From an optimization exercise on the open Yosys and OpenROAD flow, aimed at small area, a short achievable clock period and few clock cycles; shortcuts taken in it are not production practice. Only simulation tests tie the RTL to the original design; equivalence was not proved. No run shown here takes its clock network from TritonCTS; it comes from the design's own scripts or RTL. The clock input has no modelled driver; a real chip could not lean on it and would need a root buffer or a full tree. Power figures rest on the tool's default switching activity, not on a simulated workload.

$ cat design/flow/flow/run.sh
#!/bin/bash
# The standard layout (standard.sh) with two changes: port buffers use
# a small buffer cell, and the CTS step is replaced by flow/cts.tcl, which
# builds a two-level clock tree (see flow/clock_tree.tcl) and then repairs
# timing as ORFS's CTS step does. Logs: standard_place.log, cts.log (and
# orfs/logs/.../4_1_cts.log), standard_finish.log, plus ORFS's own logs.
set -euo pipefail
ARGS=(BUFFER_PORTS_ARGS="-buffer_cell sky130_fd_sc_hd__buf_1")
bash standard.sh "${ARGS[@]}" place > standard_place.log 2>&1
FLOW_FLOW_DIR="$PWD/flow" bash standard.sh "${ARGS[@]}" run \
  RUN_SCRIPT="$PWD/flow/cts.tcl" RUN_LOG_NAME_STEM=4_1_cts > cts.log 2>&1
bash standard.sh "${ARGS[@]}" finish > standard_finish.log 2>&1
$ cat design/flow/flow/clock_tree.tcl
# Clock tree of two levels: the clock port drives nroot root buffers, each
# root drives nleaf leaf buffers, and each leaf drives the clock pins of a
# group of registers near it. The groups come from splitting the registers
# by position into halves, alternately by y and by x, until there are
# nroot*nleaf of them; a root serves nleaf neighbouring groups.
proc my_cts_split { sinks n } {
  set groups [list $sinks]
  set axis 1
  while {[llength $groups] < $n} {
    set ng {}
    foreach g $groups {
      set s [lsort -integer -index [expr {$axis + 1}] $g]
      set h [expr {[llength $s] / 2}]
      lappend ng [lrange $s 0 [expr {$h - 1}]] [lrange $s $h end]
    }
    set groups $ng
    set axis [expr {1 - $axis}]
  }
  return $groups
}

proc my_cts_centre { g } {
  set sx 0; set sy 0
  foreach s $g { incr sx [lindex $s 1]; incr sy [lindex $s 2] }
  return [list [expr {$sx / [llength $g]}] [expr {$sy / [llength $g]}]]
}

proc my_cts_buffer { block master name cx cy in_net out_net } {
  set inst [odb::dbInst_create $block $master $name]
  set w [[$inst getMaster] getWidth]
  set h [[$inst getMaster] getHeight]
  $inst setLocation [expr {$cx - $w / 2}] [expr {$cy - $h / 2}]
  $inst setPlacementStatus PLACED
  [$inst findITerm A] connect $in_net
  [$inst findITerm X] connect $out_net
  return $inst
}

proc my_cts_build { nroot nleaf root_cell leaf_cell } {
  set db [ord::get_db]
  set block [ord::get_db_block]
  set rmaster [$db findMaster $root_cell]
  set lmaster [$db findMaster $leaf_cell]
  set clknet [$block findNet clk]
  set sinks {}
  foreach it [$clknet getITerms] {
    set bb [[$it getInst] getBBox]
    lappend sinks [list $it [expr {([$bb xMin] + [$bb xMax]) / 2}] \
                           [expr {([$bb yMin] + [$bb yMax]) / 2}]]
  }
  puts "my_cts: [llength $sinks] clock sinks"
  set groups [my_cts_split $sinks [expr {$nroot * $nleaf}]]
  for {set r 0} {$r < $nroot} {incr r} {
    set rnet [odb::dbNet_create $block "clknet_root_$r"]
    $rnet setSigType CLOCK
    set leaves [lrange $groups [expr {$r * $nleaf}] [expr {$r * $nleaf + $nleaf - 1}]]
    set all {}
    for {set l 0} {$l < $nleaf} {incr l} {
      set g [lindex $leaves $l]
      set all [concat $all $g]
      lassign [my_cts_centre $g] cx cy
      set lnet [odb::dbNet_create $block "clknet_leaf_${r}_$l"]
      $lnet setSigType CLOCK
      foreach s $g {
        set it [lindex $s 0]
        $it disconnect
        $it connect $lnet
      }
      my_cts_buffer $block $lmaster "clkleaf_${r}_$l" $cx $cy $rnet $lnet
      puts "my_cts: leaf $r/$l at ($cx, $cy) drives [llength $g] sinks"
    }
    lassign [my_cts_centre $all] cx cy
    my_cts_buffer $block $rmaster "clkroot_$r" $cx $cy $clknet $rnet
    puts "my_cts: root $r at ($cx, $cy)"
  }
}
$ cat design/flow/flow/cts.tcl
# Replaces ORFS's CTS step (scripts/cts.tcl): the same steps, except that
# the clock tree is built by my_cts_build (clock_tree.tcl), two
# levels of buffers, instead of TritonCTS's H-tree.
utl::set_metrics_stage "cts__{}"
source $::env(SCRIPTS_DIR)/load.tcl
erase_non_stage_variables cts
load_design 3_place.odb 3_place.sdc

source $::env(FLOW_FLOW_DIR)/clock_tree.tcl
my_cts_build 4 2 sky130_fd_sc_hd__clkbuf_16 sky130_fd_sc_hd__clkbuf_16
global_connect
set_propagated_clock [all_clocks]

set_placement_padding -global \
  -left $::env(CELL_PAD_IN_SITES_DETAIL_PLACEMENT) \
  -right $::env(CELL_PAD_IN_SITES_DETAIL_PLACEMENT)
detailed_placement
estimate_parasitics -placement
report_clock_latency

repair_timing_helper
detailed_placement
check_placement -verbose

report_metrics 4 "cts final"
orfs_write_db $::env(RESULTS_DIR)/4_1_cts.odb
orfs_write_sdc $::env(RESULTS_DIR)/4_cts.sdc
$ cat design/flow/standard.sh
#!/bin/bash
# synth_recipe.tcl (not shown) runs the flow's synth.tcl, then flattens the netlist and writes it again
# the make line also repeats each setting of config.mk as NAME=value (left out here)
make -C /OpenROAD-flow-scripts/flow DESIGN_CONFIG=/design/flow/config.mk WORK_HOME=/design/flow/orfs CLKGATE_MAP_FILE= SYNTH_SCRIPT=/design/flow/synth_recipe.tcl "${@:-finish}"
$ cat design/flow/config.mk
export PLATFORM = sky130hd
export DESIGN_NAME = btcp_rx_check
export DESIGN_NICKNAME = btcp_rx_check
export VERILOG_FILES = /design/flow/design.v
export SDC_FILE = /design/flow/constraint.sdc
export NUM_CORES = 4
export LEC_CHECK = 0
export CAP_MARGIN = 20
export CORE_MARGIN = 2
export CORE_UTILIZATION = 40
export SETUP_SLACK_MARGIN = 3.8
export SLEW_MARGIN = 20
$ cat design/flow/constraint.sdc
create_clock -name core_clock -period 6.0 [get_ports {clk}]
set_input_delay 1.2000 -clock core_clock [delete_from_list [all_inputs] [get_ports {clk}]]
set_output_delay 1.2000 -clock core_clock [all_outputs]
set_load 0.01 [all_outputs]
$ cat design/flow/design.v
module btcp_rx_check (
    input  wire        clk,
    input  wire        rst,
    input  wire        in_valid,
    output wire        in_ready,
    input  wire [31:0] in_data,
    input  wire        in_last,
    input  wire [2:0]  in_nbytes,    
    output wire        res_valid,
    input  wire        res_ready,
    output wire [1:0]  res_status,   
    output wire [15:0] res_seq,
    output wire [15:0] res_ack,
    output wire [7:0]  res_flags,
    output wire [7:0]  res_win,
    output wire [15:0] res_dlen,
    output wire [15:0] res_csum,     
    output wire [15:0] res_calc,     
    output wire        res_csum_ok,
    output wire [2:0]  res_type,
    output wire [9:0]  res_plen
);
    function [15:0] crc_x32;
        input [15:0] v;
        reg   [15:0] c;
        integer k;
        begin
            c = 16'h0000;
            for (k = 15; k >= 0; k = k - 1)
                c = (c[15] ^ v[k]) ? ({c[14:0], 1'b0} ^ 16'h1021)
                                   : {c[14:0], 1'b0};
            for (k = 0; k < 16; k = k + 1)
                c = c[15] ? ({c[14:0], 1'b0} ^ 16'h1021) : {c[14:0], 1'b0};
            crc_x32 = c;
        end
    endfunction
    function [15:0] crc_x8;
        input [15:0] v;
        reg   [15:0] c;
        integer k;
        begin
            c = v;
            for (k = 0; k < 8; k = k + 1)
                c = c[15] ? ({c[14:0], 1'b0} ^ 16'h1021) : {c[14:0], 1'b0};
            crc_x8 = c;
        end
    endfunction
    function [15:0] crc_d8;
        input [15:0] v;
        reg   [15:0] c;
        integer k;
        begin
            c = v;
            for (k = 0; k < 8; k = k + 1)
                c = c[0] ? ({1'b0, c[15:1]} ^ 16'h8810) : {1'b0, c[15:1]};
            crc_d8 = c;
        end
    endfunction
    reg        rx;         
    reg        ub;         
    reg        eq;         
    reg        rv;         
    reg [1:0]  uc;         
    reg [1:0]  hp;         
    reg [7:0]  cnt;        
    reg [1:0]  plo;        
    reg        big;        
    reg [15:0] sh;         
    reg [15:0] wr;         
    reg        wv;         
    wire       wf = (hp == 2'd1);
    wire       wl = ~rx;
    reg [15:0] seq_r, ack_r, dlen_r, csum_r;
    reg [7:0]  flags_r, win_r;
    reg        ok_r;
    reg [2:0]  type_r;
    reg [1:0]  status_r;
    wire acc   = in_valid & rx;
    wire h0    = (hp == 2'd0);
    wire nb1   = ~in_nbytes[2] & ~in_nbytes[1];
    wire nb12  = ~in_nbytes[2] & ~(in_nbytes[1] & in_nbytes[0]);
    wire nb123 = ~in_nbytes[2];
    wire [15:0] dh = in_data[31:16] & {{8{hp != 2'd2}}, {8{(hp != 2'd2) & ~(in_last & nb1)}}};
    wire [15:0] dl = in_data[15:0]  & {{8{~(in_last & nb12)}}, {8{~(in_last & nb123)}}};
    wire [15:0] ms = crc_x32(sh);
    wire [15:0] wd = crc_x8(dh) ^ crc_d8(dl);
    wire [7:0] cbase = h0 ? 8'hFD : cnt;
    always @(posedge clk) begin
        wr <= wd;
        if (rst) begin
            wv <= 1'b0;
            rx <= 1'b1;
            ub <= 1'b0;
            eq <= 1'b0;
            rv <= 1'b0;
            hp <= 2'd0;
        end else begin
            wv <= acc;
            if (acc) begin
                if (in_last) begin
                    rx <= 1'b0;
                    hp <= 2'd0;
                end else if (hp != 2'd3) begin
                    hp <= hp + 2'd1;
                end
            end
            if (wv & wl) begin
                ub <= (uc != 2'd0);
                eq <= (uc == 2'd0);
            end else if (ub) begin
                ub <= (uc != 2'd1);
                eq <= (uc == 2'd1);
            end else begin
                eq <= 1'b0;
            end
            if (eq)
                rv <= 1'b1;
            if (rv & res_ready) begin
                rv <= 1'b0;
                rx <= 1'b1;
            end
        end
    end
    wire        e0   = rx & (hp == 2'd0);
    wire        e1   = rx & (hp == 2'd1);
    wire        e2   = rx & (hp == 2'd2);
    wire        keep = ~(wv | ub);
    wire [7:0]  cinc  = cbase + 8'd1;
    wire        inc   = ~in_last | in_nbytes[2] | in_nbytes[1];
    wire [7:0]  cnext = (cinc & {8{inc}}) | (cbase & {8{~inc}});
    always @(posedge clk) begin
        sh <= (sh & {16{keep}}) | (((ms & {16{~wf}}) ^ wr) & {16{wv}})
            | (crc_x8(sh) & {16{ub}});
        if (acc) begin
            cnt <= cnext;
            big <= ~h0 & (big | (cnt == 8'd251 & ~in_last));
        end
        if (rx) begin
            plo <= {~in_nbytes[1], in_nbytes[0]};
            uc  <= in_nbytes[1:0] - 2'd1;
        end else if (ub) begin
            uc  <= uc - 2'd1;
        end
        if (e0) seq_r   <= in_data[31:16];
        if (e0) ack_r   <= in_data[15:0];
        if (e1) flags_r <= in_data[31:24];
        if (e1) win_r   <= in_data[23:16];
        if (e1) dlen_r  <= in_data[15:0];
        if (e2) csum_r  <= in_data[31:16];
        ok_r <= (sh == csum_r);
        case (flags_r)
        8'h02:   type_r <= 3'd1;
        8'h10:   type_r <= 3'd2;
        8'h01:   type_r <= 3'd3;
        8'h12:   type_r <= 3'd4;
        8'h11:   type_r <= 3'd5;
        default: type_r <= ({cnt, plo} != 10'd0) ? 3'd6 : 3'd0;
        endcase
        status_r <= big                           ? 2'd2 :
                    (cnt >= 8'hFD)                ? 2'd1 :
                    (cnt == 8'd252 && plo != 2'd0) ? 2'd2 : 2'd0;
    end
    assign in_ready    = rx;
    assign res_valid   = rv;
    assign res_status  = status_r;
    assign res_seq     = seq_r;
    assign res_ack     = ack_r;
    assign res_flags   = flags_r;
    assign res_win     = win_r;
    assign res_dlen    = dlen_r;
    assign res_csum    = csum_r;
    assign res_calc    = sh;
    assign res_csum_ok = ok_r;
    assign res_type    = type_r;
    assign res_plen    = {cnt, plo};
endmodule
==> results by group, run 1 <==
Route
  – DRT Pass-1 Iters: 6
  – Routed Wire Length: ~17 mm
  – Number of remaining DRC errors: 0
  – DR iter-0 viols: 232
  – Routed Antenna Nets: 0
  – WL per Instance: 18.6 um
  – Via count: approximately 4600
  – Via/cell ratio: 5.08

Logic synthesis
  – Top FF cell, synth: edfxtp_1
  – Share of the synthesized area in the top cell type: 42.5%
  – Syn Inst Count: 540
  – Syn Area/Cell: 12.2 sq um
  – Synthesized flop and latch total: 138
  – Warning count from the yosys run: 1
  – Ranking of synthesized cells by area: edfxtp_1 42%, dfxtp_1 14%, xnor2_1 12%
  – Mapped Area: 0.00657 sq mm
  – Register area share after synthesis: around 56%
  – EDFF count, synth: 93
  – Syn Nets: 588
  – Largest area contributor in the netlist: edfxtp_1
  – Asr flop ratio synth: 0%
  – Synth cell types: 54

Critical path
  – CP endpoint kind: register
  – Worst-path fanout max: 7
  – CP Class: in2reg
  – CP arrival: between 2 and 2.5 ns
  – Slowest Stage Delay on Critical Path: 0.38 ns
  – Crit path to: cnt[7]$_DFFE_PP_
  – Worst R2R Start: hp[0]$_SDFFE_PP0P_
  – Reg2Reg Setup Slack: 3.81 ns
  – Req. time, crit path: 6.02 ns
  – Crit. Startpoint: in_last
  – CP startpoint kind: input port
  – Worst reg2reg endpoint: cnt[6]$_DFFE_PP_
  – CP cell instances: buf_12 -> nor2b_4 -> nand2_4 -> nand4_1 -> o21ai_1 -> or3b_4
  – FF-to-FF path depth: 8
  – Slowest CP cell: or3b_4

Timing
  – FMAX: about 0.45 GHz
  – Min cycle time layout: 2.22 ns
  – Max-slew headroom: 48.5%
  – Slew at the pin with the worst max-slew slack: ~0.77 ns
  – Final Cycle Share: a little under two fifths
  – Final setup vio count: 0
  – Clock Skew: 0.0115 ns
  – Fin. Hold Viols: 0
  – RSZ-0062 raised after global routing: yes
  – Max Transition Viols Final: 0
  – Fin Setup TNS: 0 ns

Placed design
  – GPL Wtd Cong: 0.877
  – Buffers on Ports: approximately 150
  – HPWL after DPL: 12.5 mm
  – Post-Place Cells: around 880

Cells and area
  – Share of cells above drive strength 1: 12.4%
  – Area Growth Syn to Fin: 20.2%
  – Non-Filler Instances: 913
  – FILL cells: 1508
  – Final net count: 746

Global route
  – Initial antenna violation count: 0
  – Vias in the first global route: 4708
  – Grt ovf: 0
  – Largest net degree at the start of global routing: 33
  – First-pass GRT wire length: 26.1 mm
  – Total GRT Usage: 18.6%

Status
  – Status: complete, no violations

Clock tree
  – Reg clk slew, reported paths: 0.08 ns
  – Skew-Pair Late Insertion Delay: roughly 0.28 ns

Power and ir drop
  – Peak supply drop: 0.473 mV
  – PwrDens: 641 mW/mm^2
  – LEAKAGE: 2.83 nW

Run
  – Max-cap viol count: 0

Floorplanning
  – Die Area: 0.0175 sq mm
  – Chip width: between 100 and 150 um
  – Die H: between 100 and 150 um
  – Initial core utilization: 41.1%
  – # rows: 46
  – Ports: ~150
  – Core area: 0.0160 sq mm

Min path
  – Hold crit path type: reg2reg
[worst min path at each step]
stage | startpoint | end | slack [ns] | cells past startpoint
floorplan | big$_DFFE_PP_ | status_r[0]$_SDFF_PP0_ | 0.44 | 1
global placement | eq$_SDFF_PP0_ | rv$_SDFFE_PP0P_ | 0.46 | 2
detailed placement | eq$_SDFF_PP0_ | rv$_SDFFE_PP0P_ | 0.46 | 2
CTS | eq$_SDFF_PP0_ | rv$_SDFFE_PP0P_ | 0.47 | 2
global route | eq$_SDFF_PP0_ | rv$_SDFFE_PP0P_ | 0.49 | 2
finish | eq$_SDFF_PP0_ | rv$_SDFFE_PP0P_ | 0.47 | 2
[timing repair]
action	in CTS	in global routing
resized for setup	27	22
pin swaps	1	5
endpoints found under the setup margin	61	52
hold buffers	0	0
buffers inserted	4	12
[where the power goes]
part / switching (mW) / internal, mW
Combinational: 1.33 / 1.70
Sequential: 0.210 / 1.17
Clock: 0.292 / 0.356
[cell usage after synthesis, types with 3 or more instances]
| master | count |
|---|---|
| a21oi_1 | 22 |
| a22oi_1 | 9 |
| and2_1 | 5 |
| buf_2 | 7 |
| buf_6 | 3 |
| clkbuf_1 | 13 |
| dfxtp_1 | 45 |
| edfxtp_1 | 93 |
| ha_1 | 8 |
| inv_1 | 11 |
| mux2i_1 | 10 |
| nand2_1 | 28 |
| nand2b_1 | 4 |
| nand3_1 | 5 |
| nand4_1 | 6 |
| nor2_1 | 51 |
| nor2b_1 | 4 |
| nor3_1 | 6 |
| nor3b_1 | 4 |
| nor4_1 | 3 |
| o21ai_0 | 30 |
| o221ai_1 | 3 |
| o31ai_1 | 4 |
| or2_2 | 3 |
| xnor2_1 | 87 |
| xnor2_2 | 3 |
| xnor3_1 | 7 |
| xor2_1 | 32 |
[per-stage QoR]
| step | worst slack, ns | total power [mW] | hold WS (ns) | cell area, sq um | utilization, % |
|---|---|---|---|---|---|
| 2_1_floorplan | 3.68 | 3.76 | 0.436 | 6610 | - |
| 6_report | 3.78 | 5.06 | 0.465 | 7900 | 49.4 |
| 5_1_grt | 3.70 | 5.36 | 0.494 | 7900 | 49.4 |
| 3_3_place_gp | 3.15 | 4.16 | 0.462 | 7320 | 45.7 |
| 3_5_place_dp | 3.10 | 4.20 | 0.461 | 7320 | 45.7 |
[placed cells by master (no fill, tap or decap), types with 12 or more instances in the layout]
cell type,netlist,final
buf_1,1,145
a21oi_1,22,22
xnor2_1,87,80
edfxtp_1,93,93
nand2_1,28,27
clkbuf_16,0,12
dfxtp_2,0,14
buf_4,1,19
dfxtp_1,45,28
nor2_1,51,50
o21ai_0,30,29
xor2_1,32,28
[per-layer routing]
metal / wire length (um) / GRT usage, % / part of all wire, % / up-vias
li1: - / - / - / 2191
met1: 7220 / 24.6 / 42 / 2244
met2: 8300 / 32.0 / 49 / 171
met3: 939 / 2.15 / 5.5 / 34
met4: 532 / 5.85 / 3.1 / 0
met5: 0 / 0 / 0 / -
[critical path, delay by kind of cell]
family | cells | cell delay, ns
AOI/OAI and AO/OA | 1 | 0.17
buffers and inverters | 1 | 0.11
and+or+nand+nor | 4 | 0.77
[area by class of cell]
class | instances | area [sq um] | area share, %
Sequential cell | 138 | 3720 | 47.1
Multi-Input combinational cell | 363 | 2820 | 35.7
Timing Repair Buffer | 172 | 744 | 9.42
Buffer | 12 | 300 | 3.80
Tap cell | 216 | 270 | 3.42
Inverter | 11 | 41.3 | 0.523
Antenna cell | 1 | 2.50 | 0.0317
[flip-flops by register name, summed over array words and instances (netlist names)]
register	flops
csum_r	16
uc	2
hp	2
sh	16
wr	16
rx	1
ub	1
wv	1
win_r	8
flags_r	8
type_r	3
eq	1
cnt	8
ok_r	1
seq_r	16
plo	2
ack_r	16
rv	1
big	1
dlen_r	16
status_r	2
[cell families after synthesis]
kind of cell,after synthesis,share of synthesized area [%]
AO/OA/AOI/OAI,87,8.15
buffers and inverters,39,2.93
adder cells (fa/ha/maj),8,1.52
flip-flops,138,56.2
XOR/XNOR,134,20.9
multiplexers,11,1.69
AND/OR/NAND/NOR,123,8.62
Testbench counts, summed over its fixed seeds: cycles 28,837.
==> run 2, diff against run 1 <==
--- a/design/flow/config.mk
+++ b/design/flow/config.mk
@@ -10,3 +10,3 @@
 export CORE_UTILIZATION = 40
-export SETUP_SLACK_MARGIN = 3.8
+export SETUP_SLACK_MARGIN = 3.9
 export SLEW_MARGIN = 20
==> results by group, run 2 <==
Route
  – Routed Antenna Nets: 0 (unchanged)
  – Via/cell ratio: 5.17 (+1.7%)
  – WL per Instance: 18.9 um (+1.8%)
  – Routed Wire Length: 17.9 mm (+5.4%)
  – Number of remaining DRC errors: 0 (unchanged)
  – Via count: 4882 (+5.2%)
  – DRT Pass-1 Iters: 5 (-1)
  – DR iter-0 viols: 396 (+71%)

Logic synthesis
  – Top FF cell, synth: edfxtp_1
  – Synth cell types: 54 (unchanged)
  – Syn Inst Count: 540 (unchanged)
  – Share of the synthesized area in the top cell type: 42.5% (unchanged)
  – Synth cell count leaders: 93 x edfxtp_1, 87 x xnor2_1, 51 x nor2_1
  – EDFF count, synth: 93 (unchanged)
  – Syn Area/Cell: 12.2 sq um (unchanged)
  – Mapped Area: 0.00657 sq mm (unchanged)
  – Synthesized flop and latch total: 138 (unchanged)
  – Largest area contributor in the netlist: edfxtp_1
  – Asr flop ratio synth: 0% (unchanged)
  – Register area share after synthesis: 56.2% (unchanged)
  – Ranking of synthesized cells by area: edfxtp_1 42%, dfxtp_1 14%, xnor2_1 12%
  – Syn Nets: 588 (unchanged)
  – Warning count from the yosys run: 1 (unchanged)
  – Count leader, synth: edfxtp_1

Floorplanning
  – Initial core utilization: 41.1% (unchanged)
  – Die H: 132 um (unchanged)
  – Die Area: 0.0175 sq mm (unchanged)
  – Ports: 154 (unchanged)
  – Chip width: 132 um (unchanged)
  – # rows: 46 (unchanged)
  – Core area: 0.0160 sq mm (unchanged)

Critical path
  – CP Class: in2reg
  – Worst-path fanout max: 6 (-1)
  – Worst reg2reg endpoint: sh[6]$_DFF_P_
  – Worst R2R Start: sh[8]$_DFF_P_
  – Req. time, crit path: 6.02 ns (about the same)
  – CP endpoint kind: register
  – CP startpoint kind: input port
  – Reg2Reg Setup Slack: 3.96 ns (+0.15 ns)
  – FF-to-FF path depth: 8 (unchanged)
  – CP arrival: 2.21 ns (-0.04 ns)

Timing
  – Fin Setup TNS: 0 ns (unchanged)
  – Slew at the pin with the worst max-slew slack: 0.788 ns (+0.0159 ns)
  – Final worst slack: 3.81 ns (+0.0378 ns)
  – FMAX: 0.457 GHz (+1.7%)
  – Final Cycle Share: 36.4% (-0.63 points)
  – Hold Slack: 0.475 ns (+0.00950 ns)
  – Fin. Hold Viols: 0 (unchanged)
  – Final setup vio count: 0 (unchanged)
  – Clock Skew: 0.0163 ns (+0.00479 ns)
  – RSZ-0062 raised after global routing: yes
  – Max Transition Viols Final: 0 (unchanged)
  – Min cycle time layout: 2.19 ns (-0.0378 ns)
  – Max-slew headroom: 47.4% (-1.1 points)

Placed design
  – HPWL after DPL: 12.6 mm (+1.1%)
  – Pre-CTS setup slack: 3.09 ns (-0.0164 ns)
  – Post-Place Cells: 882 (-0.23%)
  – GPL Wtd Cong: 0.849 (-3.2%)
  – Buffers on Ports: 153 (unchanged)

Cells and area
  – Area Growth Syn to Fin: 27.9%
  – Non-Filler Instances: 945 (+3.5%)
  – Most common cell after layout, fill and taps aside: buf_1
  – Share of cells above drive strength 1: 21.4% (+9.0 points)
  – FILL cells: 1433 (-5.0%)
  – Final net count: 779 (+4.4%)
  – N_diodes: 0 (-1)
  – Commonest cells after routing, fill and taps aside: 129 x buf_1, 93 x edfxtp_1, 72 x xnor2_1, 50 x buf_4, 48 x nor2_1

Global route
  – Initial antenna violation count: 0 (unchanged)
  – Largest net degree at the start of global routing: 33 (unchanged)
  – First-pass GRT wire length: 27.0 mm (+3.5%)
  – Vias in the first global route: 4757 (+1.0%)
  – Grt ovf: 0 (unchanged)
  – Total GRT Usage: 19.4% (+0.88 points)

Power and ir drop
  – LEAKAGE: 3.11 nW (+9.8%)
  – PwrDens: 640 mW/mm^2 (-0.14%)
  – Peak supply drop: 0.492 mV (+4.1%)
  – Total power: 5.38 mW (+6.3%)

Min path
  – Hold crit path type: reg2reg
  – Hold path depth: 2 (unchanged)
  – Hold Path Sink: rv$_SDFFE_PP0P_
  – Hold path start: eq$_SDFF_PP0_

Clock tree
  – Reg clk slew, reported paths: 0.08 ns (about the same)
  – Skew-Pair Late Insertion Delay: 0.28 ns (about the same)
  – Hold_buf cts: 0 (unchanged)

Run
  – Max-cap viol count: 0 (unchanged)

Status
  – Status: complete, no violations
## run 2: cell counts after synthesis
No cell type changed its count.
## run 2: timing repair
item                       in CTS  in global routing
setup buffers                  29                 22
resized for setup              60                 53
pin swaps                       7                 15
setup endpoints to repair     111                 74
## run 2: critical path: stages
cell and delay, ns:
buf_6 0.11, nor2b_4 0.14, nand2_4 0.08, nand4_1 0.14, o21ai_1 0.16, or3b_4 0.38
## run 2: power breakdown
group,internal [mW],leakage (nW),switching (mW)
Sequential,1.18,1.26,0.200
Clock,0.356,0.148,0.294
Combinational,1.91,1.70,1.44
## run 2: cell families (layout without fill, tap and decap cells)
| kind of cell | Yosys count | count (layout) | synth area share (%) |
|---|---|---|---|
| muxes | 11 | 11 | 1.69 |
| AOI/OAI and AO/OA | 87 | 87 | 8.15 |
| buffers and inverters | 39 | 228 | 2.93 |
| adders and majority gates | 8 | 8 | 1.52 |
| xor gates and xnor gates | 134 | 134 | 20.9 |
| DFF | 138 | 138 | 56.2 |
| and+or+nand+nor | 123 | 123 | 8.62 |
## run 2: worst max-delay path by stage
stage                       startpoint  slack [ns]          endpoint  cells after the start
final                          in_last        3.81  cnt[7]$_DFFE_PP_                      6
after global placement         in_last        3.13  cnt[7]$_DFFE_PP_                      6
after CTS                 in_nbytes[1]        3.71  cnt[7]$_DFFE_PP_                      6
after global routing           in_last        3.80  cnt[7]$_DFFE_PP_                      6
after detailed placement       in_last        3.09  cnt[7]$_DFFE_PP_                      6
after floorplan                in_last        3.68  cnt[7]$_DFFE_PP_                      5
## run 2: through the flow
| step | utilization (%) | area (sq um) |
|---|---|---|
| final | 52.5 | 8410 |
| after global routing | 52.5 | 8410 |
| after floorplan | - | 6640 |
| after global placement | 45.8 | 7320 |
| after detailed placement | 45.8 | 7320 |
## run 2: layer usage
layer  GRT usage, %  part of all wire, %
met1           26.3                   42
met2           33.7                   50
met3           2.54                  5.4
met4           3.88                  2.1
met5              0                    0
## run 2: final cells by class
class                   count  area (sq um)  share of cell area (%)
plain buffers              12           300                    3.57
inverters                  11          45.0                   0.536
multi-input cells         363          3000                    35.7
flip-flops and latches    138          3750                    44.6
well taps                 216           270                    3.21
repair buffers            205          1040                    12.3
==> run 3, diff against run 2 <==
--- a/design/flow/flow/cts.tcl
+++ b/design/flow/flow/cts.tcl
@@ -9,3 +9,3 @@
 source $::env(FLOW_FLOW_DIR)/clock_tree.tcl
-my_cts_build 4 2 sky130_fd_sc_hd__clkbuf_16 sky130_fd_sc_hd__clkbuf_16
+my_cts_build 4 2 sky130_fd_sc_hd__clkbuf_4 sky130_fd_sc_hd__clkbuf_16
 global_connect
--- a/design/flow/config.mk
+++ b/design/flow/config.mk
@@ -10,3 +10,3 @@
 export CORE_UTILIZATION = 40
-export SETUP_SLACK_MARGIN = 3.9
+export SETUP_SLACK_MARGIN = 3.8
 export SLEW_MARGIN = 20
==> results by group, run 3 <==
Cells and area
  – Final net count: 752 (-3.5%)
  – Non-Filler Instances: 919 (-2.8%)
  – Register area: 0.00373 sq mm (-0.63%)
  – Most common cell after layout, fill and taps aside: buf_1
  – FILL cells: 1504 (+5.0%)
  – Cell area after layout: 0.00786 sq mm (-6.5%)
  – Multi-input gate area: 0.00281 sq mm (-6.5%)
  – Commonest cells after routing, fill and taps aside: 146 x buf_1, 93 x edfxtp_1, 80 x xnor2_1, 50 x nor2_1
  – Area Growth Syn to Fin: 19.6%
  – Share of cells above drive strength 1: 12.8% (-8.6 points)

Floorplanning
  – Ports: 154 (unchanged)
  – Core area: 0.0160 sq mm (unchanged)
  – Die Area: 0.0175 sq mm (unchanged)
  – Die H: 132 um (unchanged)
  – Initial core utilization: 41.1% (unchanged)
  – Chip width: 132 um (unchanged)
  – # rows: 46 (unchanged)

Global route
  – Initial antenna violation count: 0 (unchanged)
  – First-pass GRT wire length: 26.2 mm (-3.0%)
  – Largest net degree at the start of global routing: 33 (unchanged)
  – Vias in the first global route: 4728 (-0.61%)
  – Grt ovf: 0 (unchanged)
  – Total GRT Usage: 18.7% (-0.78 points)

Critical path
  – CP Class: reg2reg
  – Worst reg2reg endpoint: sh[5]$_DFF_P_
  – FF-to-FF path depth: 6 (-2)
  – CP arrival: 2.38 ns (+0.17 ns)
  – Worst R2R Start: sh[8]$_DFF_P_
  – CP endpoint kind: register
  – Req. time, crit path: 6.18 ns (+0.16 ns)
  – Reg2Reg Setup Slack: 3.80 ns (-0.16 ns)
  – CP startpoint kind: register
  – Worst-path fanout max: 8 (+2)

Min path
  – Hold crit path type: reg2reg
  – Hold path start: eq$_SDFF_PP0_
  – Hold Path Sink: rv$_SDFFE_PP0P_
  – Hold path depth: 2 (unchanged)

Placed design
  – HPWL after DPL: 12.5 mm (-1.1%)
  – Buffers on Ports: 153 (unchanged)
  – GPL Wtd Cong: 0.877 (+3.3%)
  – Placed standard-cell area: 0.00732 sq mm (about the same)
  – Post-Place Cells: 884 (+0.23%)

Timing
  – Final Cycle Share: 36.7% (+0.25 points)
  – Max-slew headroom: 50.2% (+2.8 points)
  – Min cycle time layout: 2.20 ns (+0.0152 ns)
  – Fin. Hold Viols: 0 (unchanged)
  – Fin Setup TNS: 0 ns (unchanged)
  – Max Transition Viols Final: 0 (unchanged)
  – Clock Skew: 0.0248 ns (+0.00849 ns)
  – Slew at the pin with the worst max-slew slack: 0.746 ns (-0.0416 ns)
  – FMAX: 0.454 GHz (-0.69%)
  – Final setup vio count: 0 (unchanged)
  – RSZ-0062 raised after global routing: yes

Logic synthesis
  – Synthesized flop and latch total: 138 (unchanged)
  – Mapped Area: 0.00657 sq mm (unchanged)
  – Top FF cell, synth: edfxtp_1
  – Share of the synthesized area in the top cell type: 42.5% (unchanged)
  – Syn Inst Count: 540 (unchanged)
  – Syn Area/Cell: 12.2 sq um (unchanged)
  – Syn Nets: 588 (unchanged)
  – Register area share after synthesis: 56.2% (unchanged)
  – Synth cell types: 54 (unchanged)
  – EDFF count, synth: 93 (unchanged)
  – Warning count from the yosys run: 1 (unchanged)
  – Count leader, synth: edfxtp_1
  – Largest area contributor in the netlist: edfxtp_1
  – Ranking of synthesized cells by area: edfxtp_1 42%, dfxtp_1 14%, xnor2_1 12%
  – Asr flop ratio synth: 0% (unchanged)
  – Synth cell count leaders: 93 x edfxtp_1, 87 x xnor2_1, 51 x nor2_1

Route
  – DR iter-0 viols: 301 (-24%)
  – Routed Wire Length: 17.1 mm (-4.7%)
  – DRT Pass-1 Iters: 6 (+1)
  – WL per Instance: 18.6 um (-2.0%)
  – Number of remaining DRC errors: 0 (unchanged)
  – Via count: 4682 (-4.1%)
  – Via/cell ratio: 5.09 (-1.4%)
  – Routed Antenna Nets: 0 (unchanged)

Status
  – Status: complete, no violations

Power and ir drop
  – PwrDens: 631 mW/mm^2 (-1.4%)
  – Peak supply drop: 0.464 mV (-5.8%)
  – LEAKAGE: 2.82 nW (-9.2%)

Clock tree
  – Hold_buf cts: 0 (unchanged)
  – Reg clk slew, reported paths: 0.08 ns (about the same)
  – Skew-Pair Late Insertion Delay: 0.33 ns (+0.05 ns)

Run
  – Max-cap viol count: 0 (unchanged)
[run 3: worst max path at each step]
stage	startpoint	to	slack, ns	cells past startpoint
floorplan	in_last	cnt[7]$_DFFE_PP_	3.68	5
global placement	in_last	cnt[7]$_DFFE_PP_	3.15	6
detailed placement	in_last	cnt[7]$_DFFE_PP_	3.10	6
CTS	sh[11]$_DFF_P_	sh[5]$_DFF_P_	3.76	6
global route	sh[8]$_DFF_P_	sh[5]$_DFF_P_	3.71	6
finish	sh[8]$_DFF_P_	sh[5]$_DFF_P_	3.80	6
[run 3: logic make-up (layout without fill, tap and decap cells)]
logic type	count (synthesis)	in the layout	synth area share, %
flip-flops	138	138	56.2
XOR/XNOR	134	134	20.9
AND/OR/NAND/NOR	123	123	8.62
AO/OA/AOI/OAI	87	87	8.15
buffers and inverters	39	201	2.93
multiplexers	11	11	1.69
adder cells (fa/ha/maj)	8	8	1.52
other	0	1	0
[run 3: stage by stage]
stage | utilization (%) | power, mW | hold WS, ns | setup WS (ns)
after floorplan | - | 3.76 | 0.436 | 3.68
after global placement | 45.7 | 4.16 | 0.462 | 3.15
after detailed placement | 45.7 | 4.20 | 0.461 | 3.10
after global routing | 49.1 | 5.27 | 0.494 | 3.71
final | 49.1 | 4.96 | 0.466 | 3.80
[run 3: power by group]
| part | switching [mW] | leakage [nW] | internal [mW] | total [mW] |
|---|---|---|---|---|
| Sequential | 0.204 | 1.25 | 1.17 | 1.38 |
| Combinational | 1.33 | 1.45 | 1.70 | 3.02 |
| Clock | 0.290 | 0.117 | 0.269 | 0.559 |
| Total | 1.82 | 2.82 | 3.14 | 4.96 |
[run 3: what timing repair did]
action / 4_1_cts / 5_1_grt
resized for setup: 32 / 17
buffers inserted: 8 / 14
cloned: 0 / 0
endpoints found under the setup margin: 67 / 47
pin swaps: 3 / 5
[run 3: critical path, stage by stage (launching register included)]
cell	delay [ns]
dfxtp_4	0.44
xor2_4	0.24
xor3_2	0.42
xnor3_2	0.45
xnor2_1	0.24
mux2i_1	0.21
o21ai_1	0.07
[run 3: layout make-up]
class                   count  share of cell area, %
plain buffers              12                   2.93
multi-input cells         363                   35.7
well taps                 216                   3.44
repair buffers            178                   9.92
inverters                  11                  0.525
flip-flops and latches    138                   47.5
diodes                      1                 0.0318
[run 3: metal layers]
| layer | wire length, um | vias up | global-route usage, % |
|---|---|---|---|
| li1 | - | 2209 | - |
| met1 | 7370 | 2281 | 24.8 |
| met2 | 8400 | 164 | 32.4 |
| met3 | 907 | 28 | 2.35 |
| met4 | 399 | 0 | 4.96 |
| met5 | 0 | - | 0 |
==> run 4, diff against run 3 <==
--- a/design/flow/flow/cts.tcl
+++ b/design/flow/flow/cts.tcl
@@ -9,3 +9,3 @@
 source $::env(FLOW_FLOW_DIR)/clock_tree.tcl
-my_cts_build 4 2 sky130_fd_sc_hd__clkbuf_4 sky130_fd_sc_hd__clkbuf_16
+my_cts_build 4 2 sky130_fd_sc_hd__clkbuf_8 sky130_fd_sc_hd__clkbuf_16
 global_connect
--- a/design/flow/config.mk
+++ b/design/flow/config.mk
@@ -10,2 +10,3 @@
 export CORE_UTILIZATION = 40
+export PLACE_DENSITY = 0.45
 export SETUP_SLACK_MARGIN = 3.8
==> results by group, run 4 <==
Logic synthesis
  – Top FF cell, synth: edfxtp_1
  – Share of the synthesized area in the top cell type: 42.5% (unchanged)
  – Synth cell count leaders: 93 x edfxtp_1, 87 x xnor2_1, 51 x nor2_1
  – Register area share after synthesis: 56.2% (unchanged)
  – Count leader, synth: edfxtp_1
  – Asr flop ratio synth: 0% (unchanged)
  – Syn Inst Count: 540 (unchanged)
  – Ranking of synthesized cells by area: edfxtp_1 42%, dfxtp_1 14%, xnor2_1 12%
  – Syn Area/Cell: 12.2 sq um (unchanged)
  – Warning count from the yosys run: 1 (unchanged)
  – Synthesized flop and latch total: 138 (unchanged)
  – EDFF count, synth: 93 (unchanged)
  – Synth cell types: 54 (unchanged)
  – Syn Nets: 588 (unchanged)
  – Mapped Area: 0.00657 sq mm (unchanged)
  – Largest area contributor in the netlist: edfxtp_1

Placed design
  – GPL Wtd Cong: 0.833 (-5.0%)
  – Buffers on Ports: 153 (unchanged)
  – HPWL after DPL: 13.1 mm (+5.2%)
  – Placed standard-cell area: 0.00732 sq mm (unchanged)

Route
  – Via count: 4619 (-1.3%)
  – DR iter-0 viols: 271 (-10%)
  – Via/cell ratio: 5.09 (about the same)
  – DRT Pass-1 Iters: 4 (-2)
  – Routed Antenna Nets: 0 (unchanged)
  – Routed Wire Length: 17.8 mm (+4.0%)
  – Number of remaining DRC errors: 0 (unchanged)
  – WL per Instance: 19.6 um (+5.4%)

Power and ir drop
  – Clock share of power: 11.6% (+0.3 points)
  – LEAKAGE: 2.80 nW (-0.66%)
  – Peak supply drop: 0.348 mV (-25%)
  – Total power: 5.00 mW (+0.84%)
  – PwrDens: 634 mW/mm^2 (+0.43%)
  – Reg power frac: 27.8% (about the same)
  – Combinational group share of total power: 60.6% (-0.4 points)
  – Sw Ratio: 36.2% (-0.57 points)
  – Switching power: 1.81 mW (-0.73%)
  – Int Pwr: 3.19 mW (+1.8%)

Cells and area
  – Register area: 0.00373 sq mm (about the same)
  – Final Util: 49.3% (+0.20 points)
  – Most common cell after layout, fill and taps aside: buf_1
  – Final net count: 741 (-1.5%)
  – Area Growth Syn to Fin: 20.1%
  – Commonest cells after routing, fill and taps aside: 144 x buf_1, 93 x edfxtp_1, 79 x xnor2_1, 50 x nor2_1, 28 x dfxtp_1
  – N_diodes: 0 (-1)
  – Share of cells above drive strength 1: 12.7% (-0.085 points)
  – Multi-input gate area: 0.00289 sq mm (+2.9%)
  – Cell area after layout: 0.00789 sq mm (+0.41%)
  – FILL cells: 1560 (+3.7%)

Critical path
  – Slowest Stage Delay on Critical Path: 0.37 ns (-0.08 ns)
  – CP startpoint kind: input port
  – Levels on crit path: 6 (unchanged)
  – Crit-path leading delay family: simple AND/OR/NAND/NOR gates
  – Worst R2R Start: hp[0]$_SDFFE_PP0P_
  – CP arrival: 2.28 ns (-0.10 ns)
  – CP cell instances: buf_4 -> nor2b_4 -> nand2_4 -> nand4_1 -> o21ai_1 -> or3b_4
  – Slowest CP cell: or3b_4
  – Crit. Startpoint: in_last
  – CP endpoint kind: register
  – Worst path bufs/invs: 1 (+1)
  – CP Class: in2reg
  – FF-to-FF path depth: 8 (+2)
  – Req. time, crit path: 6.03 ns (-0.15 ns)
  – Worst-path fanout max: 8 (unchanged)

Global route
  – First-pass GRT wire length: 27.2 mm (+3.8%)
  – Grt ovf: 0 (unchanged)
  – Initial antenna violation count: 0 (unchanged)
  – Vias in the first global route: 4639 (-1.9%)
  – Largest net degree at the start of global routing: 33 (unchanged)
  – Total GRT Usage: 19.7% (+1.0 points)

Clock tree
  – Hold_buf cts: 0 (unchanged)
  – Skew-Pair Late Insertion Delay: 0.28 ns (-0.05 ns)
  – Reg clk slew, reported paths: 0.08 ns (about the same)

Timing
  – Final Cycle Share: 37.5% (+0.78 points)
  – RSZ-0062 raised after global routing: yes
  – Fin. Hold Viols: 0 (unchanged)
  – Clock Skew: 0.00990 ns (-0.0149 ns)
  – FMAX: 0.445 GHz (-2.1%)
  – Final setup vio count: 0 (unchanged)
  – Max-slew headroom: 46.4% (-3.8 points)
  – Max Transition Viols Final: 0 (unchanged)
  – Slew at the pin with the worst max-slew slack: 0.804 ns (+0.0576 ns)
  – Fin Setup TNS: 0 ns (unchanged)
  – Hold Slack: 0.464 ns (-0.00221 ns)
  – Min cycle time layout: 2.25 ns (+0.0470 ns)

Floorplanning
  – Initial core utilization: 41.1% (unchanged)
  – Chip width: 132 um (unchanged)
  – Core area: 0.0160 sq mm (unchanged)
  – Ports: 154 (unchanged)
  – Die H: 132 um (unchanged)
  – # rows: 46 (unchanged)
  – Die Area: 0.0175 sq mm (unchanged)

Status
  – Status: complete, no violations

Min path
  – Hold path start: eq$_SDFF_PP0_
  – Hold crit path type: reg2reg
  – Hold path depth: 2 (unchanged)

Run
  – Max-cap viol count: 0 (unchanged)
==> run 4: cells by family after synthesis <==
family                   synth area share, %
flip-flops                              56.2
buffers and inverters                   2.93
adder cells (fa/ha/maj)                 1.52
AO/OA/AOI/OAI                           8.15
AND/OR/NAND/NOR                         8.62
multiplexers                            1.69
XOR/XNOR                                20.9
==> run 4: worst paths after layout <==
check | endpoint | slack, ns
worst max register to register | cnt[6]$_DFFE_PP_ | 3.90
worst min-delay path | rv$_SDFFE_PP0P_ | 0.46
worst min register to register | rv$_SDFFE_PP0P_ | 0.46
worst max-delay path | cnt[7]$_DFFE_PP_ | 3.75
==> run 4: power by group through the flow <==
stage,registers (mW),clock network (mW),logic (mW)
6_report,1.39,0.582,3.03
5_1_grt,1.41,0.632,3.29
4_1_cts,1.37,0.598,2.93
3_5_place_dp,1.39,0,2.82
3_3_place_gp,1.39,0,2.81
2_1_floorplan,1.28,0,2.48
==> run 4: routing by layer <==
metal	share of wire (%)	GRT usage, %
met3	5.3	2.96
met4	2.1	3.76
met2	47	32.8
met1	45	27.6
met5	0	0
==> run 4: worst register-to-register path, stage by stage (launching register included) <==
cell and delay [ns]:
dfxtp_1 0.38, inv_1 0.11, ha_2 0.29, or2_2 0.33, ha_1 0.19, nand2_1 0.09, or2_4 0.15, nor2_1 0.04
o32a_1 0.27
==> run 4: metrics by stage <==
stage	setup slack [ns]	instances
floorplan	3.68	540
global placement	3.11	884
detailed placement	3.04	884
global route	3.70	907
finish	3.75	907
==> run 4: timing repair <==
action / 4_1_cts / 5_1_grt
pin swaps: 3 / 6
endpoints found under the hold margin: 0 / 0
gates cloned: 0 / 0
buffers inserted: 6 / 5
resized for setup: 34 / 27
setup endpoints to repair: 64 / 54
==> run 4: cell type report <==
cell class,count,share of cell area (%)
tap,216,3.42
timing repair buffer,167,9.02
sequential,138,47.2
buffer,12,3.23
multi-input combinational,363,36.6
inverter,11,0.523
==> run 5, diff against run 4 <==
--- a/design/flow/config.mk
+++ b/design/flow/config.mk
@@ -10,3 +10,3 @@
 export CORE_UTILIZATION = 40
-export PLACE_DENSITY = 0.45
+export PLACE_DENSITY = 0.4
 export SETUP_SLACK_MARGIN = 3.8
==> results by group, run 5 <==
Status
  – Status: complete, no violations

Critical path
  – CP Class: in2reg
  – CP arrival: 2.28 ns (about the same)
  – Req. time, crit path: 6.03 ns (about the same)
  – Worst-path fanout max: 8 (unchanged)
  – CP endpoint kind: register
  – CP startpoint kind: input port

Route
  – Via/cell ratio: 5.09 (unchanged)
  – Via count: 4619 (unchanged)
  – Routed Wire Length: 17.8 mm (unchanged)
  – DRT Pass-1 Iters: 4 (unchanged)
  – Number of remaining DRC errors: 0 (unchanged)
  – Routed Antenna Nets: 0 (unchanged)
  – DR iter-0 viols: 271 (unchanged)
  – WL per Instance: 19.6 um (unchanged)

Floorplanning
  – Ports: 154 (unchanged)
  – Chip width: 132 um (unchanged)
  – # rows: 46 (unchanged)
  – Die H: 132 um (unchanged)
  – Initial core utilization: 41.1% (unchanged)
  – Core area: 0.0160 sq mm (unchanged)
  – Die Area: 0.0175 sq mm (unchanged)

Timing
  – Max-slew headroom: 46.4% (unchanged)
  – Min cycle time layout: 2.25 ns (unchanged)
  – RSZ-0062 raised after global routing: yes
  – Clock Skew: 0.00990 ns (unchanged)
  – Max Transition Viols Final: 0 (unchanged)
  – Hold Slack: 0.464 ns (unchanged)
  – FMAX: 0.445 GHz (unchanged)
  – Fin Setup TNS: 0 ns (unchanged)
  – Final setup vio count: 0 (unchanged)
  – Slew at the pin with the worst max-slew slack: 0.804 ns (unchanged)
  – Final Cycle Share: 37.5% (unchanged)
  – Fin. Hold Viols: 0 (unchanged)

Placed design
  – Buffers on Ports: 153 (unchanged)
  – HPWL after DPL: 13.1 mm (unchanged)
  – Post-Place Cells: 884 (unchanged)
  – GPL Wtd Cong: 0.833 (unchanged)

Cells and area
  – N_diodes: 0 (unchanged)
  – Most common cell after layout, fill and taps aside: buf_1
  – Non-Filler Instances: 907 (unchanged)
  – Commonest cells after routing, fill and taps aside: 144 x buf_1, 93 x edfxtp_1, 79 x xnor2_1, 50 x nor2_1, 28 x dfxtp_1
  – Final net count: 741 (unchanged)
  – Share of cells above drive strength 1: 12.7% (unchanged)
  – Area Growth Syn to Fin: 20.1% (unchanged)

Logic synthesis
  – Top FF cell, synth: edfxtp_1
  – Share of the synthesized area in the top cell type: 42.5% (unchanged)
  – Synthesized flop and latch total: 138 (unchanged)
  – Largest area contributor in the netlist: edfxtp_1
  – Ranking of synthesized cells by area: edfxtp_1 42%, dfxtp_1 14%, xnor2_1 12%
  – Count leader, synth: edfxtp_1
  – Warning count from the yosys run: 1 (unchanged)
  – Syn Nets: 588 (unchanged)
  – Synth cell types: 54 (unchanged)
  – EDFF count, synth: 93 (unchanged)
  – Syn Area/Cell: 12.2 sq um (unchanged)
  – Asr flop ratio synth: 0% (unchanged)
  – Register area share after synthesis: 56.2% (unchanged)
  – Synth cell count leaders: 93 x edfxtp_1, 87 x xnor2_1, 51 x nor2_1
  – Mapped Area: 0.00657 sq mm (unchanged)
  – Syn Inst Count: 540 (unchanged)

Power and ir drop
  – Total power: 5.00 mW (unchanged)
  – LEAKAGE: 2.80 nW (unchanged)
  – PwrDens: 634 mW/mm^2 (unchanged)
  – Peak supply drop: 0.348 mV (unchanged)

Global route
  – Total GRT Usage: 19.7% (unchanged)
  – First-pass GRT wire length: 27.2 mm (unchanged)
  – Largest net degree at the start of global routing: 33 (unchanged)
  – Vias in the first global route: 4639 (unchanged)
  – Initial antenna violation count: 0 (unchanged)
  – Grt ovf: 0 (unchanged)

Min path
  – Hold crit path type: reg2reg

Clock tree
  – Skew-Pair Late Insertion Delay: 0.28 ns (about the same)
  – Reg clk slew, reported paths: 0.08 ns (about the same)

Run
  – Max-cap viol count: 0 (unchanged)
run 5: cell counts after synthesis:
No cell type changed its count.
run 5: critical path: stages:
cell	delay, ns
buf_4	0.15
nor2b_4	0.14
nand2_4	0.10
nand4_1	0.16
o21ai_1	0.15
or3b_4	0.37
run 5: cell type report:
type                       instances  area, sq um
fill                            1560         8110
multi-input combinational        363         2890
buffer                            12          255
timing repair buffer             167          712
sequential                       138         3730
tap                              216          270
inverter                          11         41.3
run 5: metal layers:
layer	vias up	part of all wire [%]	GRT usage [%]
li1	2190	-	-
met1	2276	45	27.6
met2	133	47	32.8
met3	20	5.3	2.96
met4	0	2.1	3.76
met5	-	0	0
run 5: worst paths after layout:
| path | start | to | slack [ns] | depth (start not counted) |
|---|---|---|---|---|
| setup / recovery | in_last | cnt[7]$_DFFE_PP_ | 3.75 | 6 |
| hold / removal | eq$_SDFF_PP0_ | rv$_SDFFE_PP0P_ | 0.46 | 2 |
| setup reg to reg | hp[0]$_SDFFE_PP0P_ | cnt[6]$_DFFE_PP_ | 3.90 | 8 |
| hold reg to reg | eq$_SDFF_PP0_ | rv$_SDFFE_PP0P_ | 0.46 | 2 |
run 5: logic make-up after synthesis:
| logic type | count (synthesis) | synth area share (%) |
|---|---|---|
| xor+xnor | 134 | 20.9 |
| buf+inv | 39 | 2.93 |
| simple gates | 123 | 8.62 |
| mux | 11 | 1.69 |
| fa+ha+maj | 8 | 1.52 |
| flops | 138 | 56.2 |
| compound gates | 87 | 8.15 |
run 5: repair_timing:
item / 4_1_cts / 5_1_grt
hold buffers: 0 / 0
setup endpoints to repair: 64 / 54
setup buffers: 6 / 5
pin swaps: 3 / 6
gates resized for setup: 34 / 27
run 5: stage by stage:
stage | setup WS [ns] | utilization [%] | cell area [sq um]
6_report | 3.75 | 49.3 | 7890
5_1_grt | 3.70 | 49.3 | 7890
3_5_place_dp | 3.04 | 45.7 | 7320
3_3_place_gp | 3.11 | 45.7 | 7320
2_1_floorplan | 3.68 | - | 6610
run 5: power by group:
part	internal, mW	switching, mW
clock network	0.298	0.283
registers	1.17	0.218
logic	1.72	1.31
==> run 6, diff against run 5 <==
--- a/design/flow/config.mk
+++ b/design/flow/config.mk
@@ -10,3 +10,3 @@
 export CORE_UTILIZATION = 40
-export PLACE_DENSITY = 0.4
+export PLACE_DENSITY = 0.55
 export SETUP_SLACK_MARGIN = 3.8
==> results by group, run 6 <==
Clock tree
  – Hold_buf cts: 0 (unchanged)
  – Reg clk slew, reported paths: 0.08 ns (about the same)
  – Skew-Pair Late Insertion Delay: 0.28 ns (about the same)

Critical path
  – Slowest CP cell: xnor2_1
  – Req. time, crit path: 6.13 ns (+0.10 ns)
  – CP endpoint kind: register
  – Worst-path fanout max: 6 (-2)
  – CP cell instances: clkbuf_2 -> xnor2_2 -> xnor2_1 -> a21oi_1 -> nor3b_1 -> o31ai_1
  – Worst R2R Start: sh[12]$_DFF_P_
  – Slowest Stage Delay on Critical Path: 0.26 ns (-0.11 ns)
  – Reg2Reg Setup Slack: 3.86 ns (-0.04 ns)
  – Worst reg2reg endpoint: sh[5]$_DFF_P_
  – CP arrival: 2.32 ns (+0.04 ns)
  – CP Class: in2reg
  – FF-to-FF path depth: 6 (-2)
  – CP startpoint kind: input port

Logic synthesis
  – Synth cell types: 54 (unchanged)
  – Largest area contributor in the netlist: edfxtp_1
  – Warning count from the yosys run: 1 (unchanged)
  – Count leader, synth: edfxtp_1
  – Mapped Area: 0.00657 sq mm (unchanged)
  – Top FF cell, synth: edfxtp_1
  – Syn Inst Count: 540 (unchanged)
  – Asr flop ratio synth: 0% (unchanged)
  – Share of the synthesized area in the top cell type: 42.5% (unchanged)
  – Ranking of synthesized cells by area: edfxtp_1 42%, dfxtp_1 14%, xnor2_1 12%
  – Syn Area/Cell: 12.2 sq um (unchanged)
  – Synthesized flop and latch total: 138 (unchanged)
  – EDFF count, synth: 93 (unchanged)
  – Synth cell count leaders: 93 x edfxtp_1, 87 x xnor2_1, 51 x nor2_1
  – Syn Nets: 588 (unchanged)
  – Register area share after synthesis: 56.2% (unchanged)

Cells and area
  – Non-Filler Instances: 911 (+0.44%)
  – Share of cells above drive strength 1: 13.4% (+0.65 points)
  – Commonest cells after routing, fill and taps aside: 143 x buf_1, 93 x edfxtp_1, 80 x xnor2_1, 49 x nor2_1, 29 x dfxtp_1
  – FILL cells: 1518 (-2.7%)
  – Most common cell after layout, fill and taps aside: buf_1
  – N_diodes: 0 (unchanged)
  – Area Growth Syn to Fin: 20.2% (about the same)
  – Final net count: 745 (+0.54%)

Floorplanning
  – Die Area: 0.0175 sq mm (unchanged)
  – # rows: 46 (unchanged)
  – Ports: 154 (unchanged)
  – Die H: 132 um (unchanged)
  – Core area: 0.0160 sq mm (unchanged)
  – Initial core utilization: 41.1% (unchanged)
  – Chip width: 132 um (unchanged)

Placed design
  – GPL Wtd Cong: 0.909 (+9.1%)
  – Buffers on Ports: 153 (unchanged)
  – Pre-CTS setup slack: 3.12 ns (+0.0841 ns)
  – Post-Place Cells: 883 (-0.11%)
  – HPWL after DPL: 12.9 mm (-1.8%)

Timing
  – Final worst slack: 3.81 ns (+0.0581 ns)
  – Max Transition Viols Final: 0 (unchanged)
  – Final setup vio count: 0 (unchanged)
  – Fin. Hold Viols: 0 (unchanged)
  – Min cycle time layout: 2.19 ns (-0.0581 ns)
  – Fin Setup TNS: 0 ns (unchanged)
  – Hold Slack: 0.482 ns (+0.0183 ns)
  – Clock Skew: 0.00811 ns (-0.00179 ns)
  – FMAX: 0.456 GHz (+2.7%)
  – RSZ-0062 raised after global routing: yes
  – Max-slew headroom: 46.9% (+0.45 points)
  – Final Cycle Share: 36.5% (-0.97 points)
  – Slew at the pin with the worst max-slew slack: 0.796 ns (-0.00787 ns)

Min path
  – Hold crit path type: reg2reg
  – Hold path depth: 2 (unchanged)
  – Hold Path Sink: rv$_SDFFE_PP0P_
  – Hold path start: eq$_SDFF_PP0_

Power and ir drop
  – LEAKAGE: 2.83 nW (+0.83%)
  – Peak supply drop: 0.370 mV (+6.3%)
  – PwrDens: 623 mW/mm^2 (-1.7%)
  – Total power: 4.92 mW (-1.6%)

Global route
  – Initial antenna violation count: 0 (unchanged)
  – Grt ovf: 0 (unchanged)
  – First-pass GRT wire length: 26.9 mm (-1.4%)
  – Total GRT Usage: 19.2% (-0.49 points)
  – Largest net degree at the start of global routing: 33 (unchanged)
  – Vias in the first global route: 4667 (+0.60%)

Status
  – Status: complete, no violations

Route
  – DR iter-0 viols: 319 (+18%)
  – Via count: 4629 (+0.22%)
  – WL per Instance: 19.3 um (-1.5%)
  – Routed Antenna Nets: 0 (unchanged)
  – Routed Wire Length: 17.6 mm (-1.1%)
  – Via/cell ratio: 5.08 (-0.22%)
  – DRT Pass-1 Iters: 5 (+1)
  – Number of remaining DRC errors: 0 (unchanged)

Run
  – Max-cap viol count: 0 (unchanged)
run 6: report_power, final:
part / internal, mW / switching, mW / leakage (nW)
Clock: 0.299 / 0.299 / 0.127
Combinational: 1.65 / 1.30 / 1.45
Sequential: 1.17 / 0.211 / 1.25
run 6: stage by stage:
stage / cell area [sq um] / utilization (%)
final: 7900 / 49.4
after floorplan: 6610 / -
after global routing: 7900 / 49.4
after global placement: 7310 / 45.7
after detailed placement: 7310 / 45.7
run 6: area by class of cell:
cell class                 instances  area [sq um]  share of cell area (%)
tap                              216           270                    3.42
sequential                       138          3730                    47.2
buffer                            12           255                    3.23
timing repair buffer             171           743                    9.41
multi-input combinational        363          2860                    36.2
inverter                          11          41.3                   0.523
run 6: worst max-delay path: cells and delay by family:
kind | cells | cell delay, ns
compound gates | 2 | 0.26
simple gates | 1 | 0.25
xor+xnor | 2 | 0.44
buf+inv | 1 | 0.17
run 6: how the worst max path moves through the flow:
stage,depth (start not counted),slack [ns],end,startpoint
finish,6,3.81,wr[11]$_DFF_P_,in_data[2]
global route,6,3.71,wr[11]$_DFF_P_,in_data[2]
CTS,7,3.78,wr[9]$_DFF_P_,in_last
detailed placement,7,3.12,cnt[6]$_DFFE_PP_,in_last
global placement,6,3.15,cnt[7]$_DFFE_PP_,in_last
floorplan,5,3.68,cnt[7]$_DFFE_PP_,in_last
run 6: timing repair:
action / CTS / global route
pin swaps: 5 / 6
setup endpoints to repair: 69 / 41
gates resized for setup: 31 / 32
buffers inserted: 4 / 12
run 6: kinds of logic after synthesis:
logic type | Yosys count | synth area share, %
compound gates | 87 | 8.15
buf+inv | 39 | 2.93
simple gates | 123 | 8.62
fa+ha+maj | 8 | 1.52
mux | 11 | 1.69
xor+xnor | 134 | 20.9
flops | 138 | 56.2
run 6: per-layer routing:
metal / wire length [um] / vias up / part of all wire, % / track usage [%]
met5: 0 / - / 0 / 0
li1: - / 2200 / - / -
met4: 194 / 0 / 1.1 / 2.09
met2: 8550 / 154 / 49 / 33.3
met3: 939 / 13 / 5.3 / 2.31
met1: 7880 / 2262 / 45 / 26.8
==> run 7, diff against run 6 <==
--- a/design/flow/config.mk
+++ b/design/flow/config.mk
@@ -10,3 +10,3 @@
 export CORE_UTILIZATION = 40
-export PLACE_DENSITY = 0.55
+export PLACE_DENSITY = 0.65
 export SETUP_SLACK_MARGIN = 3.8
==> results by group, run 7 <==
Placed design
  – Buffers on Ports: 153 (unchanged)
  – GPL Wtd Cong: 0.871 (-4.3%)
  – Pre-CTS setup slack: 3.10 ns (-0.0253 ns)
  – HPWL after DPL: 12.7 mm (-1.6%)
  – Placed standard-cell area: 0.00731 sq mm (about the same)

Logic synthesis
  – Synth cell types: 54 (unchanged)
  – Syn Inst Count: 540 (unchanged)
  – Top FF cell, synth: edfxtp_1
  – Synthesized flop and latch total: 138 (unchanged)
  – Syn Area/Cell: 12.2 sq um (unchanged)
  – Synth cell count leaders: 93 x edfxtp_1, 87 x xnor2_1, 51 x nor2_1
  – Register area share after synthesis: 56.2% (unchanged)
  – Ranking of synthesized cells by area: edfxtp_1 42%, dfxtp_1 14%, xnor2_1 12%
  – Count leader, synth: edfxtp_1
  – Mapped Area: 0.00657 sq mm (unchanged)
  – EDFF count, synth: 93 (unchanged)
  – Asr flop ratio synth: 0% (unchanged)
  – Syn Nets: 588 (unchanged)
  – Share of the synthesized area in the top cell type: 42.5% (unchanged)
  – Largest area contributor in the netlist: edfxtp_1
  – Warning count from the yosys run: 1 (unchanged)

Route
  – Routed Wire Length: 17.3 mm (-1.6%)
  – Via/cell ratio: 5.10 (+0.35%)
  – Routed Antenna Nets: 0 (unchanged)
  – Via count: 4645 (+0.35%)
  – Number of remaining DRC errors: 0 (unchanged)
  – DR iter-0 viols: 265 (-17%)
  – WL per Instance: 19.0 um (-1.6%)
  – DRT Pass-1 Iters: 5 (unchanged)

Timing
  – RSZ-0062 raised after global routing: yes
  – Hold Slack: 0.474 ns (-0.00769 ns)
  – Fin Setup TNS: 0 ns (unchanged)
  – FMAX: 0.444 GHz (-2.7%)
  – Max Transition Viols Final: 0 (unchanged)
  – Final Cycle Share: 37.5% (+1.0 points)
  – Max-slew headroom: 50.8% (+4.0 points)
  – Slew at the pin with the worst max-slew slack: 0.737 ns (-0.0593 ns)
  – Fin. Hold Viols: 0 (unchanged)
  – Min cycle time layout: 2.25 ns (+0.0615 ns)
  – Final setup vio count: 0 (unchanged)
  – Final worst slack: 3.75 ns (-0.0615 ns)
  – Clock Skew: 0.0146 ns (+0.00651 ns)

Global route
  – Initial antenna violation count: 0 (unchanged)
  – Vias in the first global route: 4717 (+1.1%)
  – Largest net degree at the start of global routing: 30 (-9.1%)
  – Grt ovf: 0 (unchanged)
  – Total GRT Usage: 19.0% (-0.19 points)
  – First-pass GRT wire length: 26.6 mm (-0.85%)

Min path
  – Hold path start: eq$_SDFF_PP0_
  – Hold path depth: 2 (unchanged)
  – Hold crit path type: reg2reg
  – Hold Path Sink: rv$_SDFFE_PP0P_

Power and ir drop
  – Clock share of power: 11.4% (-0.8 points)
  – Sw Ratio: 37.2% (+0.48 points)
  – Total power: 5.15 mW (+4.7%)
  – Int Pwr: 3.24 mW (+3.9%)
  – Switching power: 1.92 mW (+6.1%)
  – Reg power frac: 26.9% (-1.1 points)
  – Combinational group share of total power: 61.7% (+1.9 points)
  – Peak supply drop: 0.462 mV (+25%)
  – LEAKAGE: 2.84 nW (+0.41%)
  – PwrDens: 650 mW/mm^2 (+4.4%)

Clock tree
  – Hold_buf cts: 0 (unchanged)
  – Skew-Pair Late Insertion Delay: 0.29 ns (about the same)
  – Reg clk slew, reported paths: 0.08 ns (about the same)

Cells and area
  – Register area: 0.00372 sq mm (about the same)
  – Cell area after layout: 0.00793 sq mm (+0.35%)
  – FILL cells: 1494 (-1.6%)
  – N_diodes: 0 (unchanged)
  – Final net count: 745 (unchanged)
  – Commonest cells after routing, fill and taps aside: 146 x buf_1, 93 x edfxtp_1, 75 x xnor2_1, 49 x nor2_1, 29 x dfxtp_1
  – Multi-input gate area: 0.00290 sq mm (+1.3%)
  – Share of cells above drive strength 1: 13.4% (unchanged)
  – Area Growth Syn to Fin: 20.6%
  – Most common cell after layout, fill and taps aside: buf_1

Critical path
  – CP endpoint kind: output pin
  – Req. time, crit path: 4.80 ns (-1.33 ns)
  – FF-to-FF path depth: 7 (+1)
  – CP arrival: 1.05 ns (-1.27 ns)
  – Crit. Startpoint: sh[8]$_DFF_P_
  – Worst R2R Start: sh[12]$_DFF_P_
  – Reg2Reg Setup Slack: 3.87 ns (about the same)
  – CP Class: reg2out
  – Worst-path fanout max: 7 (+1)
  – Worst reg2reg endpoint: sh[13]$_DFF_P_
  – CP startpoint kind: register

Run
  – Max-cap viol count: 0 (unchanged)

Floorplanning
  – Ports: 154 (unchanged)
  – Die Area: 0.0175 sq mm (unchanged)
  – Chip width: 132 um (unchanged)
  – # rows: 46 (unchanged)
  – Die H: 132 um (unchanged)
  – Initial core utilization: 41.1% (unchanged)
  – Core area: 0.0160 sq mm (unchanged)

Status
  – Status: complete, no violations
==> run 7: cell counts after synthesis <==
Identical to the previous run, type by type.
==> run 7: layout make-up <==
| type | count | area share, % |
|---|---|---|
| multi-input combinational | 363 | 36.6 |
| timing repair buffer | 171 | 9.28 |
| tap | 216 | 3.41 |
| buffer | 12 | 3.22 |
| sequential | 138 | 47.0 |
| inverter | 11 | 0.521 |
==> run 7: critical path: stages (launching register included) <==
cell and delay [ns]:
dfxtp_4 0.46, buf_4 0.16, buf_1 0.14
==> run 7: timing repair <==
item / CTS / global route
endpoints found under the setup margin: 93 / 39
resized for setup: 36 / 27
setup buffers: 7 / 9
pin swaps: 4 / 7
==> run 7: metal layers <==
metal  vias to the layer above  wire length [um]  GRT usage [%]
met1                      2278              7660           26.0
li1                       2193                 -              -
met4                         0               378           4.00
met5                         -                 0              0
met2                       151              8450           32.8
met3                        23               791           2.08
==> run 7: kinds of logic (layout without fill, tap and decap cells) <==
family | count (synthesis) | count (layout) | share of synthesized area [%]
AOI/OAI and AO/OA | 87 | 87 | 8.15
xor gates and xnor gates | 134 | 134 | 20.9
adders and majority gates | 8 | 8 | 1.52
buffers and inverters | 39 | 194 | 2.93
DFF | 138 | 138 | 56.2
muxes | 11 | 11 | 1.69
and+or+nand+nor | 123 | 123 | 8.62
==> run 7: power groups by stage <==
stage / registers [mW] / clock network (mW) / logic, mW
after floorplan: 1.28 / 0 / 2.48
after global placement: 1.38 / 0 / 2.81
after detailed placement: 1.38 / 0 / 2.86
after CTS: 1.38 / 0.599 / 2.95
after global routing: 1.41 / 0.627 / 3.43
final: 1.39 / 0.586 / 3.18
==> run 7: worst max path at each step <==
| stage | to | slack, ns | cells past startpoint |
|---|---|---|---|
| 2_1_floorplan | cnt[7]$_DFFE_PP_ | 3.68 | 5 |
| 3_3_place_gp | cnt[7]$_DFFE_PP_ | 3.15 | 6 |
| 3_5_place_dp | cnt[7]$_DFFE_PP_ | 3.10 | 6 |
| 4_1_cts | res_calc[9] | 3.77 | 1 |
| 5_1_grt | res_calc[8] | 3.72 | 2 |
| 6_report | res_calc[8] | 3.75 | 2 |
==> run 7: metrics by stage <==
step | cells | utilization [%]
after floorplan | 540 | -
after global placement | 883 | 45.7
after detailed placement | 883 | 45.7
after global routing | 911 | 49.5
final | 911 | 49.5

afterwards: timing with drivers on the ports:
The flow's constraints put no driver on any port. The routed layouts listed below were extracted and timed again, unchanged, in two steps.
Step 1, drivers: a clkbuf_16 drives clk and a buf_2 each remaining input, both assumed.
Step 2 moves the port delays by t, midway between the first and last clock arrival at a register: inputs arrive t later, outputs are due t later. That takes back most of the time a late clock gives input paths.
a / b / c = ideal / step 1 / step 2; a / b = the first two.
| run | shift t [ns] | slack for setup (ns) | worst setup path after step 2 |
|---|---|---|---|
| run 1 | 0.351 | 3.776 / 3.748 / 3.457 | input to register |
| run 2 | 0.353 | 3.813 / 3.811 / 3.511 | input to register |
| run 3 | 0.378 | 3.798 / 3.776 / 3.514 | input to register |
| run 4 | 0.349 | 3.751 / 3.746 / 3.445 | input to register |
| run 5 | 0.349 | 3.751 / 3.746 / 3.445 | input to register |
| run 6 | 0.348 | 3.809 / 3.781 / 3.506 | input to register |
| run 7 | 0.343 | 3.748 / 3.683 / 3.486 | input to register |
After both steps setup and hold are still met in every run listed. The setup slack of run 1, which loses most, moves by -0.028 ns with the drivers and by -0.319 ns with both steps.
